Source: an optimization exercise on an open RTL-to-GDS flow (aim: small area, a short achievable clock period and few clock cycles). Production flows keep margins and buffers that such runs may drop. Only simulation tests tie the RTL to the original design; equivalence was not proved. Power figures rest on the tool's default switching activity, not on a simulated workload.

Design simplevm_core, start of the top module:
module simplevm_core (
    input  wire        clk,
    input  wire        rst,           
    output wire        mem_req,
    output wire        mem_we,
    output wire [11:0] mem_addr,
    output wire [7:0]  mem_wdata,
    input  wire        mem_ready,
    input  wire [7:0]  mem_rdata,
    output reg         out_valid,
    output wire [7:0]  out_byte,
    output wire        halted,
    output wire        faulted,
    output wire [7:0]  exit_code,
    output wire [2:0]  fault_kind,
    output wire [15:0] fault_pc,
    output wire [15:0] fault_word,
    output wire [3:0]  flags
);
    localparam [2:0] F_INVALID_OPCODE  = 3'd3;
    localparam [2:0] F_STACK_OVERFLOW  = 3'd5;
    localparam [2:0] F_STACK_UNDERFLOW = 3'd6;
    localparam [2:0] F_MEMORY_BOUNDS   = 3'd7;
    localparam [3:0] A_NONE = 4'd0,
                     A_ADD  = 4'd1,
                     A_SUB  = 4'd2,
                     A_MUL  = 4'd3,
                     A_DIV  = 4'd4,    
                     A_DIVS = 4'd5,    
                     A_CMP  = 4'd6,
                     A_OR   = 4'd7,
                     A_AND  = 4'd8,
                     A_XOR  = 4'd9,
                     A_NOT  = 4'd10,
                     A_MOVI = 4'd11,
  ...
export LEC_CHECK = 0
export ABC_AREA = 1
export CAP_MARGIN = 20
export CORE_MARGIN = 2
export CORE_UTILIZATION = 40
export SLEW_MARGIN = 20
export TNS_END_PERCENT = 5
create_clock -name core_clock -period 15.0 [get_ports {clk}]
standard.sh (not shown) runs the stock make flow with config.mk's settings and CLKGATE_MAP_FILE= SYNTH_SCRIPT=/design/flow/synth_recipe.tcl, a recipe that flattens the netlist after the stock synthesis.
==> flow/flow/run.sh <==
#!/bin/bash
# Standard layout with two changes: the port buffers are buf_2 cells, and
# timing repair aims for extra setup slack so that the critical paths get
# sized for speed even though the clock is met.
bash standard.sh 'BUFFER_PORTS_ARGS=-buffer_cell sky130_fd_sc_hd__buf_2' SETUP_SLACK_MARGIN=10.25 finish > standard.log 2>&1
Testbench counts at the start, summed over its fixed seeds: cycles 108,018.
Then changed:
- TNS_END_PERCENT: 5 -> unset
Effect:
- The changed run went through all stages and came out clean
- worst setup slack gets better by 140 ps
- area after synthesis does not change
- synthesized cell count does not change
- clock-buffer cell count is lower by 3
- final area came out higher by 1.9%
- sequential power is higher by about 0.5%
- die area does not change
- first-iteration DRC count came out higher by 17%
- cell count grows by 0.93%
Then changed:
- CTS_BUF_LIST: unset -> sky130_fd_sc_hd__clkbuf_4 sky130_fd_sc_hd__clkbuf_8
=> The changed run produced a clean layout. Wire length is about the same. Fmax rises slightly. Combinational power stays flat.

run A:
simplevm_core, a different RTL version from the one above (not shown whole).
Size in the first run: ~2,000 cells after synthesis, roughly 250 flip-flops.
## simplevm_core
module simplevm_core (
    input  wire        clk,
    input  wire        rst,           
    output wire        mem_req,
    output wire        mem_we,
    output wire [11:0] mem_addr,
    output wire [7:0]  mem_wdata,
    input  wire        mem_ready,
    input  wire [7:0]  mem_rdata,
    output reg         out_valid,
    output wire [7:0]  out_byte,
    output wire        halted,
    output wire        faulted,
    output wire [7:0]  exit_code,
    output wire [2:0]  fault_kind,
    output wire [15:0] fault_pc,
    output wire [15:0] fault_word,
    output wire [3:0]  flags
);
export LEC_CHECK = 0
export ABC_AREA = 1
export CAP_MARGIN = 20
export CORE_MARGIN = 2
export CORE_UTILIZATION = 40
export CTS_BUF_LIST = sky130_fd_sc_hd__clkbuf_4 sky130_fd_sc_hd__clkbuf_8
export SLEW_MARGIN = 20
create_clock -name core_clock -period 15.0 [get_ports {clk}]
==> flow/flow/run.sh <==
#!/bin/bash
# Standard layout with two changes: the port buffers are buf_2 cells, and
# timing repair aims for extra setup slack so that the critical paths get
# sized for speed even though the clock is met.
bash standard.sh 'BUFFER_PORTS_ARGS=-buffer_cell sky130_fd_sc_hd__buf_2' SETUP_SLACK_MARGIN=10.55 finish > standard.log 2>&1
Run A reached the final stage; the timing, DRC and antenna checks on its layout passed.
Testbench counts of run A, summed over its fixed seeds: cycles 108,018.
Edits applied to the flow inputs when going from run A to run B:
diff --git a/flow/flow/run.sh b/flow/flow/run.sh
--- a/flow/flow/run.sh
+++ b/flow/flow/run.sh
@@ -5 +5 @@
-bash standard.sh 'BUFFER_PORTS_ARGS=-buffer_cell sky130_fd_sc_hd__buf_2' SETUP_SLACK_MARGIN=10.55 finish > standard.log 2>&1
+bash standard.sh 'BUFFER_PORTS_ARGS=-buffer_cell sky130_fd_sc_hd__buf_2' SETUP_SLACK_MARGIN=10.4 finish > standard.log 2>&1
### Flow results
Compared with run A, in run B combinational fraction of design power moved down; final worst-path cycle share moved up; global placer's final weighted congestion moved up; sequential share of layout area moved up.
Post-route worst setup slack for run B is lower than for run A.
> inputs changed (run B -> run C)
- an added GPL_TIMING_DRIVEN of 1
==> results.txt <==
- The inserted tap cell count on run B is in line with that on run C.
- Diff run C..run B | post-synthesis net count | unchanged
- Reported for run B and run C, setup slack turned out identical to the last digit.
- Area overhead of the layout relative to synthesis: run C vs run B identical
Relative to run C, the following input files were edited for run D:
- a deleted GPL_TIMING_DRIVEN that had been 1
- a change of CAP_MARGIN from 20 to 5
- a change of SLEW_MARGIN from 20 to 5
==> results.txt <==
Per the final summary, run D finished and its layout is clean on timing, DRC and antenna. Summary of run D over run C: data-path buffer share of cell area in the final layout fell 0.28 points, core utilization fell 0.17 points, share of power burned in combinational logic fell 0.4 points, worst hold slack rose 0.0088 ns. Diff run C..run D | number of vias in the routed layout | negligible. Global-route usage, run C and run D, higher one = run D. Between run C and run D, the difference in wire length of the first global-routing pass is negligible. Summary of the comparison: power density relative to cell area is higher in run D, relative to run C. On run D: cell count is 0.49% lower than what run C gave. [diff] summed area of non-filler cells in the final layout, run D relative to run C: improvement. The power on run D is in line with that on run C.

static timing again, ports no longer ideal:
How much do the figures lean on ideal ports? The routed layouts below were timed once more, with nothing changed but the port constraints. Step 1 (the two cells are an assumption about what drives the block):
set clk [get_ports {clk}]
set_driving_cell -lib_cell sky130_fd_sc_hd__clkbuf_16 $clk
set_driving_cell -lib_cell sky130_fd_sc_hd__buf_2 [delete_from_list [all_inputs] $clk]
Step 2 times the ports against the registers' clock, not the clock port: input delays grow and output delays shrink by t, the midpoint of the rising clock arrivals with the driver on. Three values: no drivers, after step 1, after step 2; two values: the first two.
run	shift t [ns]	setup WS [ns]	hold slack, ns	worst setup path at the end	worst register clock-pin slew, ns
the first run of note 1	0.627	10.104 / 10.093 / 9.467	0.478 / 0.478 / 0.478	input to register	0.07 / 0.07
the second run of note 1	0.625	10.243 / 10.243 / 9.628	0.475 / 0.475 / 0.475	input to register	0.07 / 0.07
the third run of note 1	0.631	10.305 / 10.257 / 9.651	0.475 / 0.475 / 0.475	input to register	0.07 / 0.07
run A	0.663	10.518 / 10.477 / 9.852	0.467 / 0.467 / 0.467	input to register	0.07 / 0.07
run B	0.674	10.431 / 10.437 / 9.767	0.454 / 0.454 / 0.454	input to register	0.07 / 0.07
run C	0.674	10.431 / 10.437 / 9.767	0.454 / 0.454 / 0.454	input to register	0.07 / 0.07
run D	0.669	10.354 / 10.383 / 9.714	0.462 / 0.462 / 0.462	input to register	0.07 / 0.07
After both steps setup and hold are still met in every run listed. The setup slack of run A, which loses most, moves by -0.041 ns with the drivers and by -0.666 ns with both steps.
